Background: an optimization exercise with open tools, aiming at small area. Do not read the settings as production practice. Only simulation tests tie the RTL to the original design; equivalence was not proved. Power and IR drop assume default switching activity.

==> run B <==
// es51922_core
module es51922_core (
    input  wire        clk,
    input  wire        rst,
    input  wire        in_valid,
    input  wire [7:0]  in_len,
    input  wire [95:0] in_pkt,
    output reg         out_valid,
    output wire        out_err,
    output wire [2:0]  out_err_code,
    output wire [3:0]  out_err_lane,
    output wire [3:0]  out_mode,
    output wire [4:0]  out_unit,
    output wire [4:0]  out_disp_unit,
    output wire [1:0]  out_cur_kind,
    output wire [1:0]  out_peak,
    output wire [1:0]  out_op,
    output wire        out_rel,
    output wire        out_hold,
    output wire        out_batt,
    output wire        out_val_present,
    output wire [17:0] out_mant,
    output wire [2:0]  out_disp_prec,
    output wire [5:0]  out_val_exp,
    output wire        out_label_valid,
    output wire [3:0]  out_label
);
==> flow/config.mk <==
export PLATFORM = sky130hd
export DESIGN_NAME = es51922_core
export DESIGN_NICKNAME = es51922_core
export VERILOG_FILES = /design/flow/design.v
export SDC_FILE = /design/flow/constraint.sdc
export NUM_CORES = 4
export LEC_CHECK = 0
export CAP_MARGIN = 20
export CORE_MARGIN = 2
export CORE_UTILIZATION = 40
export SLEW_MARGIN = 20
export SYNTH_HIERARCHICAL = 1
==> flow/constraint.sdc <==
create_clock -name core_clock -period 8.0 [get_ports {clk}]
set_input_delay 1.6000 -clock core_clock [delete_from_list [all_inputs] [get_ports {clk}]]
set_output_delay 1.6000 -clock core_clock [all_outputs]
set_load 0.01 [all_outputs]
standard.sh (not shown) runs the stock make flow with config.mk's settings and CLKGATE_MAP_FILE= SYNTH_SCRIPT=/design/flow/synth_recipe.tcl, a recipe that flattens the netlist after the stock synthesis.
==> flow/flow/run.sh <==
#!/bin/bash
# The standard layout (standard.sh) with three changes:
#  - synthesis runs the standard flow's own synthesis script, but its final ABC mapping
#    uses flow/area.abc (area-oriented: &deepsyn restructuring for up to 150 s
#    per module, then area-recovering mapping; no ABC buffering or upsizing);
#  - ports are buffered with buf_1;
#  - the clock tree (clkbuf_4 root, clkbuf_8 leaf buffers) is built without
#    dummy loads.
# Full tool output: standard_flow.log here, and ORFS's per-step logs in orfs/logs/.
set -euo pipefail
here=$(pwd)
{
  head -n 1 synth_recipe.tcl
  cat <<'T'
proc abc {args} {
  set i [lsearch -exact $args -script]
  if {$i >= 0} { lset args [expr {$i+1}] $::env(FLOW_ABC_SCRIPT) }
  yosys abc {*}$args
}
T
  tail -n +2 synth_recipe.tcl
} > synth_area.tcl
export FLOW_ABC_SCRIPT="$here/flow/area.abc"
bash standard.sh \
  "SYNTH_SCRIPT=$here/synth_area.tcl" \
  "BUFFER_PORTS_ARGS=-buffer_cell sky130_fd_sc_hd__buf_1" \
  "CTS_ARGS=-sink_clustering_enable -repair_clock_nets -dont_use_dummy_load -root_buf sky130_fd_sc_hd__clkbuf_4 -buf_list sky130_fd_sc_hd__clkbuf_8 -sink_clustering_buffer sky130_fd_sc_hd__clkbuf_8 -sink_clustering_size 10 -sink_clustering_max_diameter 60" \
  finish > standard_flow.log 2>&1
==> flow/flow/area.abc <==
&get -n
&st
&deepsyn -T 150 -J 2000
&dch -f
&nf -R 1000 -p -C 32 -F 8
&put
topo
stime -c
==> run P: changes against run B <==
==> flow/flow/run.sh (replaced) <==
#!/bin/bash
# The standard layout (standard.sh) with three changes:
#  - synthesis runs the standard flow's own synthesis script, but its final ABC mapping
#    uses flow/area.abc (area-oriented: &deepsyn restructuring for up to 150 s
#    per module, then area-recovering mapping; no ABC buffering or upsizing);
#  - ports are buffered with buf_1;
#  - the clock tree is built from clkbuf_4 cells, without dummy loads.
# Full tool output: standard_flow.log here, and ORFS's per-step logs in orfs/logs/.
set -euo pipefail
here=$(pwd)
{
  head -n 1 synth_recipe.tcl
  cat <<'T'
proc abc {args} {
  set i [lsearch -exact $args -script]
  if {$i >= 0} { lset args [expr {$i+1}] $::env(FLOW_ABC_SCRIPT) }
  yosys abc {*}$args
}
T
  tail -n +2 synth_recipe.tcl
} > synth_area.tcl
export FLOW_ABC_SCRIPT="$here/flow/area.abc"
bash standard.sh \
  "SYNTH_SCRIPT=$here/synth_area.tcl" \
  "BUFFER_PORTS_ARGS=-buffer_cell sky130_fd_sc_hd__buf_1" \
  "CTS_ARGS=-sink_clustering_enable -repair_clock_nets -dont_use_dummy_load -buf_list sky130_fd_sc_hd__clkbuf_4 -root_buf sky130_fd_sc_hd__clkbuf_4 -sink_clustering_size 10 -sink_clustering_max_diameter 60" \
  finish > standard_flow.log 2>&1
==> run A: changes against run B <==
==> flow/flow/run.sh (replaced) <==
#!/bin/bash
# The standard layout (standard.sh) with three changes:
#  - synthesis runs the standard flow's own synthesis script, but its final ABC mapping
#    uses flow/area.abc (area-oriented: &deepsyn restructuring for up to 150 s
#    per module, then area-recovering mapping; no ABC buffering or upsizing);
#  - ports are buffered with buf_1;
#  - the clock tree is built from clkbuf_4 cells, without dummy loads.
# Full tool output: standard_flow.log here, and ORFS's per-step logs in orfs/logs/.
set -euo pipefail
here=$(pwd)
{
  head -n 1 synth_recipe.tcl
  cat <<'T'
proc abc {args} {
  set i [lsearch -exact $args -script]
  if {$i >= 0} { lset args [expr {$i+1}] $::env(FLOW_ABC_SCRIPT) }
  yosys abc {*}$args
}
T
  tail -n +2 synth_recipe.tcl
} > synth_area.tcl
export FLOW_ABC_SCRIPT="$here/flow/area.abc"
bash standard.sh \
  "SYNTH_SCRIPT=$here/synth_area.tcl" \
  "BUFFER_PORTS_ARGS=-buffer_cell sky130_fd_sc_hd__buf_1" \
  "CTS_ARGS=-sink_clustering_enable -repair_clock_nets -dont_use_dummy_load -buf_list sky130_fd_sc_hd__clkbuf_4 -root_buf sky130_fd_sc_hd__clkbuf_4 -sink_clustering_size 8 -sink_clustering_max_diameter 40" \
  finish > standard_flow.log 2>&1
==> comparison table <==
Biggest cell delay along the critical path: run P 0.48 ns; run A 0.48 ns; run B 0.48 ns
Met3 wire length: run P 566 µm; run A 566 µm; run B 566 µm
Largest net degree at the start of global routing: run P 34; run A 34; run B 34
Global-route met1 utilization: run P 0.3216; run A 0.3216; run B 0.3216
Worst-case hold path end point: run P r_peak[1]$_SDFFE_PP0P_; run A r_peak[1]$_SDFFE_PP0P_; run B r_peak[1]$_SDFFE_PP0P_
Non-clk buf share: run P 0.1526; run A 0.1526; run B 0.1526
Setup repair after global routing missed its margin: run P no; run A no; run B no
Remaining antenna violation count: run P 0; run A 0; run B 0
Internal power summed over all cells: run P 323.3 µW; run A 323.3 µW; run B 323.3 µW
Maximum achievable frequency: run P 0.1377 GHz; run A 0.1377 GHz; run B 0.1377 GHz
Clock share of power: run P 0.158; run A 0.158; run B 0.158
Commonest non-fill, non-tap cell in the layout: run P buf_1; run A buf_1; run B buf_1
# clk buffers: run P 5; run A 5; run B 5
Crit share post-route: run P 0.9075; run A 0.9075; run B 0.9075
Top metal layer carrying routed signals: run P met4; run A met4; run B met4
Adder-cell area share of the yosys netlist: run P 0.2279; run A 0.2279; run B 0.2279
Result of the run: run P timing/DRC/antenna clean; run A timing/DRC/antenna clean; run B timing/DRC/antenna clean
Share of Yosys cell area claimed by the top area cell type: run P 0.2254; run A 0.2254; run B 0.2254
Simple logic cell fraction of the synthesized area: run P 0.2283; run A 0.2283; run B 0.2283
Overall die area: run P 8491 µm²; run A 8491 µm²; run B 8491 µm²
Slack of the worst reg-to-reg path: run P 6.94 ns; run A 6.94 ns; run B 6.94 ns
Max transition margin: run P 0.3680; run A 0.3680; run B 0.3680
Portion of the post-synthesis area used by sequential elements: run P 0.2254; run A 0.2254; run B 0.2254

[static timing again, ports no longer ideal]
The results above use ideal ports. As a check the final layouts listed here were re-extracted and re-timed, cells and wires unchanged.
Step 1, drivers: a clkbuf_16 drives clk and a buf_2 each remaining input, both assumed.
Step 2 times the ports against the registers' clock, not the clock port: input delays grow and output delays shrink by t, the midpoint of the rising clock arrivals with the driver on.
a / b / c = no drivers / after step 1 / after step 2; a / b = the first two.
| run | t (ns) | slack for setup (ns) | worst slew at a driven data input, ns |
|---|---|---|---|
| run B | 0.349 | 0.740 / 0.736 / 0.387 | 0.05 |
| run P | 0.349 | 0.740 / 0.736 / 0.387 | 0.05 |
| run A | 0.349 | 0.740 / 0.736 / 0.387 | 0.05 |
After both steps every run listed still meets setup and hold.
